Background: an optimization exercise with open tools, aiming at small area. Do not read the settings as production practice.
Only simulation tests tie the RTL to the original design; equivalence was not proved.
No activity file was given, so power comes from the tool's default toggle rates.

==> design/flow/design.v <==
module spi_unit #(
    parameter integer CLKFREQ = 80000000
) (
    input  wire        clk,
    input  wire        rst,          
    input  wire        mb_we,
    input  wire [31:0] mb_wdata,
    output wire [31:0] mb_rdata,
    output reg         sclk,
    output reg         mosi,
    input  wire        miso,
    output wire        mem_we,
    output wire [14:0] mem_addr,
    output wire [7:0]  mem_wdata
);
    localparam [31:0] IDLE  = 32'hFFFF_FFFF;
    localparam [31:0] OPREQ = 32'hFFFF_FFFE;
    localparam [31:0] BUSY  = 32'hFFFF_FFFD;
    localparam [3:0] F_SEND        = 4'd0;
    localparam [3:0] F_READ        = 4'd1;
    localparam [3:0] F_SEND_FAST   = 4'd2;
    localparam [3:0] F_READ_FAST   = 4'd3;
    localparam [3:0] F_READ_SECTOR = 4'd4;
    localparam [3:0] F_SET_MODE    = 4'd5;
    localparam [3:0] F_SET_BITMODE = 4'd6;
    localparam [3:0] F_SET_FREQ    = 4'd7;
    localparam [3:0] F_GET_FREQ    = 4'd8;
    localparam [2:0] S_WAIT_CMD  = 3'd0;
    localparam [2:0] S_WAIT_OPND = 3'd1;
    localparam [2:0] S_SHIFT     = 3'd2;
    localparam [2:0] S_STORE     = 3'd3;
    localparam [2:0] S_DONE      = 3'd4;
    localparam [8:0] LAST_BYTE = 9'd511;    
    reg [31:0] mb;           
    reg        cpol;
    reg        cpha;
    reg        bitorder;     
    reg [30:0] freq;         
    reg [2:0]  state;
    reg [3:0]  func;         
    reg [4:0]  nbits;        
    reg [30:0] opnd;         
    reg [30:0] sh;           
    reg [4:0]  bitidx;       
    reg        phase;        
    reg [31:0] acc;          
    reg [14:0] addr;         
    reg [8:0]  byte_cnt;     
    assign mb_rdata  = mb;
    assign mem_we    = (state == S_STORE);
    assign mem_addr  = addr;
    assign mem_wdata = sh[7:0];
    wire        mb_is_data  = ~mb[31];
    wire        mb_is_token = (mb == IDLE) || (mb == OPREQ) || (mb == BUSY);
    wire        mb_is_cmd   = mb[31] && !mb_is_token && (mb[7:0] <= 8'd8);
    wire [3:0]  mb_func     = mb[3:0];
    wire [4:0]  mb_n        = mb[12:8];
    wire is_send = (func == F_SEND) || (func == F_SEND_FAST);
    wire is_read = (func == F_READ) || (func == F_READ_FAST) || (func == F_READ_SECTOR);
    wire [4:0] cur_pos  = bitorder ? (nbits - 5'd1 - bitidx) : bitidx;
    wire [4:0] next_pos = bitorder ? (nbits - 5'd2 - bitidx) : (bitidx + 5'd1);
    wire [4:0] first_pos_mb = bitorder ? (nbits - 5'd1) : 5'd0;
    wire       last_bit = (bitidx == nbits - 5'd1);
    wire [32:0] acc_sum = {1'b0, acc} + {1'b0, freq, 1'b0};
    wire        tick    = (acc_sum >= CLKFREQ);
    wire [32:0] acc_nxt = tick ? (acc_sum - CLKFREQ) : acc_sum;
    always @(posedge clk) begin
        if (rst) begin
            mb       <= IDLE;
            cpol     <= 1'b0;
            cpha     <= 1'b0;
            bitorder <= 1'b0;
            freq     <= 31'd0;
            sclk     <= 1'b0;
            mosi     <= 1'b0;
            state    <= S_WAIT_CMD;
            func     <= 4'd0;
            nbits    <= 5'd0;
            opnd     <= 31'd0;
            sh       <= 31'd0;
            bitidx   <= 5'd0;
            phase    <= 1'b0;
            acc      <= 32'd0;
            addr     <= 15'd0;
            byte_cnt <= 9'd0;
        end else begin
            case (state)
                S_WAIT_CMD: begin
                    if (mb_is_cmd) begin
                        func  <= mb_func;
                        nbits <= mb_n;
                        case (mb_func)
                            F_SEND, F_SEND_FAST, F_READ_SECTOR, F_SET_FREQ: begin
                                mb    <= OPREQ;
                                state <= S_WAIT_OPND;
                            end
                            F_READ, F_READ_FAST: begin
                                mb     <= BUSY;
                                sh     <= 31'd0;
                                bitidx <= 5'd0;
                                phase  <= 1'b0;
                                acc    <= 32'd0;
                                state  <= (mb_n == 5'd0) ? S_DONE : S_SHIFT;
                            end
                            F_SET_MODE: begin
                                cpha <= mb[8];
                                cpol <= mb[9];
                                sclk <= mb[9];
                                mb   <= IDLE;
                            end
                            F_SET_BITMODE: begin
                                bitorder <= mb[10];
                                mb       <= IDLE;
                            end
                            default: begin    
                                mb <= {1'b0, freq};
                            end
                        endcase
                    end else if (mb[31] && !mb_is_token) begin
                        mb <= IDLE;           
                    end
                end
                S_WAIT_OPND: begin
                    if (mb_is_data) begin
                        opnd <= mb[30:0];
                        case (func)
                            F_SET_FREQ: begin
                                freq  <= mb[30:0];
                                mb    <= IDLE;
                                state <= S_WAIT_CMD;
                            end
                            F_READ_SECTOR: begin
                                mb       <= BUSY;
                                nbits    <= 5'd8;
                                addr     <= mb[14:0];
                                byte_cnt <= 9'd0;
                                sh       <= 31'd0;
                                bitidx   <= 5'd0;
                                phase    <= 1'b0;
                                acc      <= 32'd0;
                                state    <= S_SHIFT;
                            end
                            default: begin    
                                mb     <= BUSY;
                                bitidx <= 5'd0;
                                phase  <= 1'b0;
                                acc    <= 32'd0;
                                if (nbits == 5'd0) begin
                                    state <= S_DONE;
                                end else begin
                                    state <= S_SHIFT;
                                    if (!cpha)
                                        mosi <= mb[first_pos_mb];
                                end
                            end
                        endcase
                    end
                end
                S_SHIFT: begin
                    acc <= acc_nxt[31:0];
                    if (tick) begin
                        if (!phase) begin
                            sclk  <= ~cpol;
                            phase <= 1'b1;
                            if (is_send && cpha)
                                mosi <= opnd[cur_pos];
                            if (is_read && !cpha)
                                sh[cur_pos] <= miso;
                        end else begin
                            sclk   <= cpol;
                            phase  <= 1'b0;
                            bitidx <= bitidx + 5'd1;
                            if (is_read && cpha)
                                sh[cur_pos] <= miso;
                            if (is_send && !cpha && !last_bit)
                                mosi <= opnd[next_pos];
                            if (last_bit)
                                state <= (func == F_READ_SECTOR) ? S_STORE : S_DONE;
                        end
                    end
                end
                S_STORE: begin
                    addr     <= addr + 15'd1;
                    byte_cnt <= byte_cnt + 9'd1;
                    if (byte_cnt == LAST_BYTE) begin
                        state <= S_DONE;
                    end else begin
                        sh     <= 31'd0;
                        bitidx <= 5'd0;
                        state  <= S_SHIFT;
                    end
                end
                default: begin    
                    if (func == F_READ || func == F_READ_FAST)
                        mb <= {1'b0, sh};
                    else
                        mb <= IDLE;
                    state <= S_WAIT_CMD;
                end
            endcase
            if (mb_we)
                mb <= mb_wdata;
        end
    end
endmodule
==> design/flow/run.sh <==
#!/bin/bash
# synth_recipe.tcl (not shown) runs the flow's synth.tcl, then flattens the netlist and writes it again
# the make line also repeats each setting of config.mk as NAME=value (left out here)
make -C /OpenROAD-flow-scripts/flow DESIGN_CONFIG=/design/flow/config.mk WORK_HOME=/design/flow/orfs CLKGATE_MAP_FILE= SYNTH_SCRIPT=/design/flow/synth_recipe.tcl finish
==> design/flow/config.mk <==
export PLATFORM = sky130hd
export DESIGN_NAME = spi_unit
export DESIGN_NICKNAME = spi_unit
export VERILOG_FILES = /design/flow/design.v
export SDC_FILE = /design/flow/constraint.sdc
export NUM_CORES = 4
export LEC_CHECK = 0
export CAP_MARGIN = 20
export CORE_MARGIN = 2
export CORE_UTILIZATION = 40
export SLEW_MARGIN = 20
==> design/flow/constraint.sdc <==
create_clock -name core_clock -period 10.0 [get_ports {clk}]
set_input_delay 2.0000 -clock core_clock [delete_from_list [all_inputs] [get_ports {clk}]]
set_output_delay 2.0000 -clock core_clock [all_outputs]
set_load 0.01 [all_outputs]
==> run notes <==
## final timing paths
kind	cells after the start	end	start	slack, ns
max	19	sh[13]	freq[0]	4.12
max reg2reg	19	sh[13]	freq[0]	4.12
min	2	acc[14]	acc[14]	0.45
min reg2reg	2	acc[14]	acc[14]	0.45
## metal layers
metal | wire, um | GRT usage [%]
met1 | 20480 | 36.58
met2 | 21890 | 45.87
met3 | 3198 | 3.071
met4 | 2297 | 11.78
met5 | 0 | 0
## cells in the mapped netlist (all sizes together) (9+ instances only)
cell type  number
or3            15
a21oi         211
clkbuf         90
xor2           33
o211ai         29
nor4           10
o31ai          25
a31oi           9
a22oi          17
dfxtp         203
nand2         276
nand4          29
nor3           20
mux4           10
nor2b          13
and2           14
o21ai          79
ha             52
a211o          22
inv            56
mux2i          19
xnor2          33
a211oi         22
nand3          49
buf            32
nor2          160
o32ai          12
o22ai          53
a21o           13
and3            9
## per-stage QoR
stage | cell area [sq um] | hold WS, ns | cells
6_report | 14970 | 0.4520 | 2167
3_5_place_dp | 14100 | 0.4422 | 2119
2_1_floorplan | 12930 | 0.4290 | 1715
4_1_cts | 14930 | 0.4508 | 2165
3_3_place_gp | 14100 | 0.4383 | 2119
5_1_grt | 14970 | 0.4731 | 2167
## critical path: stages (launching register included)
cell      delay (ns)
dfxtp_1         0.32
ha_1            0.23
fa_1            0.40
a21o_1          0.24
a221o_1         0.39
mux2i_1         0.18
a211oi_1        0.09
inv_1           0.13
ha_1            0.15
or4b_1          0.43
or3_1           0.37
or4_1           0.56
nor4_2          0.19
nand4_1         0.18
nor3_4          0.57
buf_8           0.25
o31ai_4         0.08
buf_4           0.28
or4_1           0.54
a31oi_1         0.19
## cell type report
type / instances / share of cell area [%]
flip-flops and latches: 203 / 27.14
inverters: 58 / 1.454
multi-input cells: 1332 / 54.54
repair buffers: 126 / 7.921
clock inverters: 12 / 0.8523
well taps: 402 / 3.359
clock buffers: 34 / 4.738
## power breakdown
part	internal [W]	total, W	switching (W)
Clock	0.000550	0.000928	0.000378
Sequential	0.000819	0.000843	0.0000245
Combinational	0.0000620	0.000147	0.0000849
Total	0.00143	0.00192	0.000488
## sequential cells by signal, indices dropped and copies added (netlist names), 5 cells and up
signal    count
addr         15
byte_cnt      9
freq         31
mb           32
acc          31
nbits         5
opnd         31
sh           31
bitidx        5
## cell families (layout without fill, tap and decap cells)
group | count (synthesis) | after routing
AOI/OAI and AO/OA | 551 | 551
xor gates and xnor gates | 66 | 66
adders and majority gates | 55 | 55
buffers and inverters | 180 | 230
DFF | 203 | 203
muxes | 32 | 32
and+or+nand+nor | 628 | 628
==> flow_summary.yaml <==
placement:
  pre_cts_ws_ns: 3.956
  routabilityCongestion: 0.9502
  port_buffers: 93
  dp_hpwl_um: 35090
synth:
  synth_cells: 1715
  synth_xor_area_share_pct: 4.470
  synth_top_family_by_area: "compound AO/OA/AOI/OAI gates"
  synth-main-ff-cell: "dfxtp_1"
  synth_top_cell_by_area: "dfxtp_1"
  yosysSeqAreaShare_pct: 31.42
  yosys_warnings: 1
  synth_area_leaders: "dfxtp_1 (31%), a21oi_1 (8.1%), nand2_1 (8.0%), ha_1 (5.0%), nor2_1 (4.6%)"
  synth_cell_types: 86
  yosys-mux-area-fraction_pct: 3.473
  synthSimpleGateAreaFrac_pct: 22.05
  synth_compound_gate_area_share_pct: 27.22
  synth_area_sq_um: 12930
  ys_ff_latch: 203
  synth_fa_ha_area_share_pct: 5.495
  avgSynthCellArea_sq_um: 7.541
  syn_nets: 1806
  synth_edf_count: 0
  synth_top_area_share_pct: 31.42
  synthArstFlopShare_pct: 0
finish:
  layout_commonest_cell: "nand2_1"
  fillers: 3206
  area_growth_pct: 15.79
  regArea_sq_um: 4064
  nets: 1837
  fin_util_pct: 47.21
  final_cell_mix: "nand2_1 (275), a21oi_1 (208), dfxtp_1 (203)"
  drive_gt1_share_pct: 7.025
  n_antenna_cell: 0
  multiInputGateArea_sq_um: 8167
floorplan:
  design.core.area_sq_um: 31720
  rows: 65
  initial_core_util_pct: 40.77
  dieArea_sq_um: 33790
  chipHeight_um: 183.8
  io_pins: 94
  fp.dieW_um: 183.8
detailed_routing:
  wire_per_inst_um: 22.09
  antenna_left: 0
  drt_pre_antenna_iters: 8
  remaining_drc_errors: 0
  vias: 13134
  viasPerCell: 6.061
  routed_wl_um: 47860
  drt_iter0_markers: 1385
sta:
  finalSetupViolCount: 0
  fin_crit_ns: 5.878
  worst_slew_pin_slew_ns: 1.107
  max_freq_mhz: 170.1
  finalHoldViolations: 0
  tns_ns: 0
  fin_skew_ns: 0.01393
  slew_headroom_pct: 26.23
  min_period_over_period_pct: 58.78
  fin_ws_ns: 4.122
  rsz0062_at_grt: "no"
  final_max_slew_viol_count: 0
cts:
  cts_tree: "yes"
  htree_levels: 1
  clk_path_buf_depth: 3
  numClockSinks: 203
  insertion_delay_ns: 0.54
  hold_buffers: 0
  cts_setup_buffers: 0
  cts-buffers-inserted: 25
  cts_resized: 0
  clk_pin_slew_worst_paths_ns: 0.06
  cts_root_buffer: "clkbuf_16"
critical_path:
  crit_path_end_kind: "register"
  cp-start-kind: "register"
  crit_arrival_ns: 6.33
  crit_required_ns: 10.45
  path_class: "register to register"
  crit_fanout: 39
job:
  maxCapViolations: 0
grt:
  grt_max_degree: 76
  grt_pass1_vias: 12068
  antenna_found_initial: 1
  grt-ovfl-total: 0
  grt_pass1_wl_um: 72170
  grt_usage_pct: 27.70
run_status:
  outcome: "no timing/DRC/antenna violations"
power_and_ir_drop:
  ir_worst_vdd_v: 0.0001225
  p_leak_nw: 5.449
  pwr_density_cell_nw_per_um2: 128.1
  p_total_w: 0.001919
worst_hold_path:
  min_path_type: "register to register"

afterwards: timing with drivers on the ports:
The flow's constraints put no driver on any port. The routed layout listed below was extracted and timed again, unchanged, in two steps.
Step 1: set_driving_cell puts a clkbuf_16 on clk and a buf_2 on each other input, an assumption about the parent block.
Step 2 adds t to the input delays and takes it off the output delays; t is the mean of the earliest and latest rising clock arrival at the registers after step 1. Input paths then give back, and output paths get back, about the clock's delay inside the block.
Three values: ideal, step 1, step 2; two values: the first two.
shift t [ns]: 0.583
setup WS [ns]: 4.122 / 4.122 / 4.122
pins driven straight from the clock port: 1
After both steps setup and hold are still met in this run. The setup slack of this run moves by 0.000 ns with the drivers and by 0.000 ns with both steps.
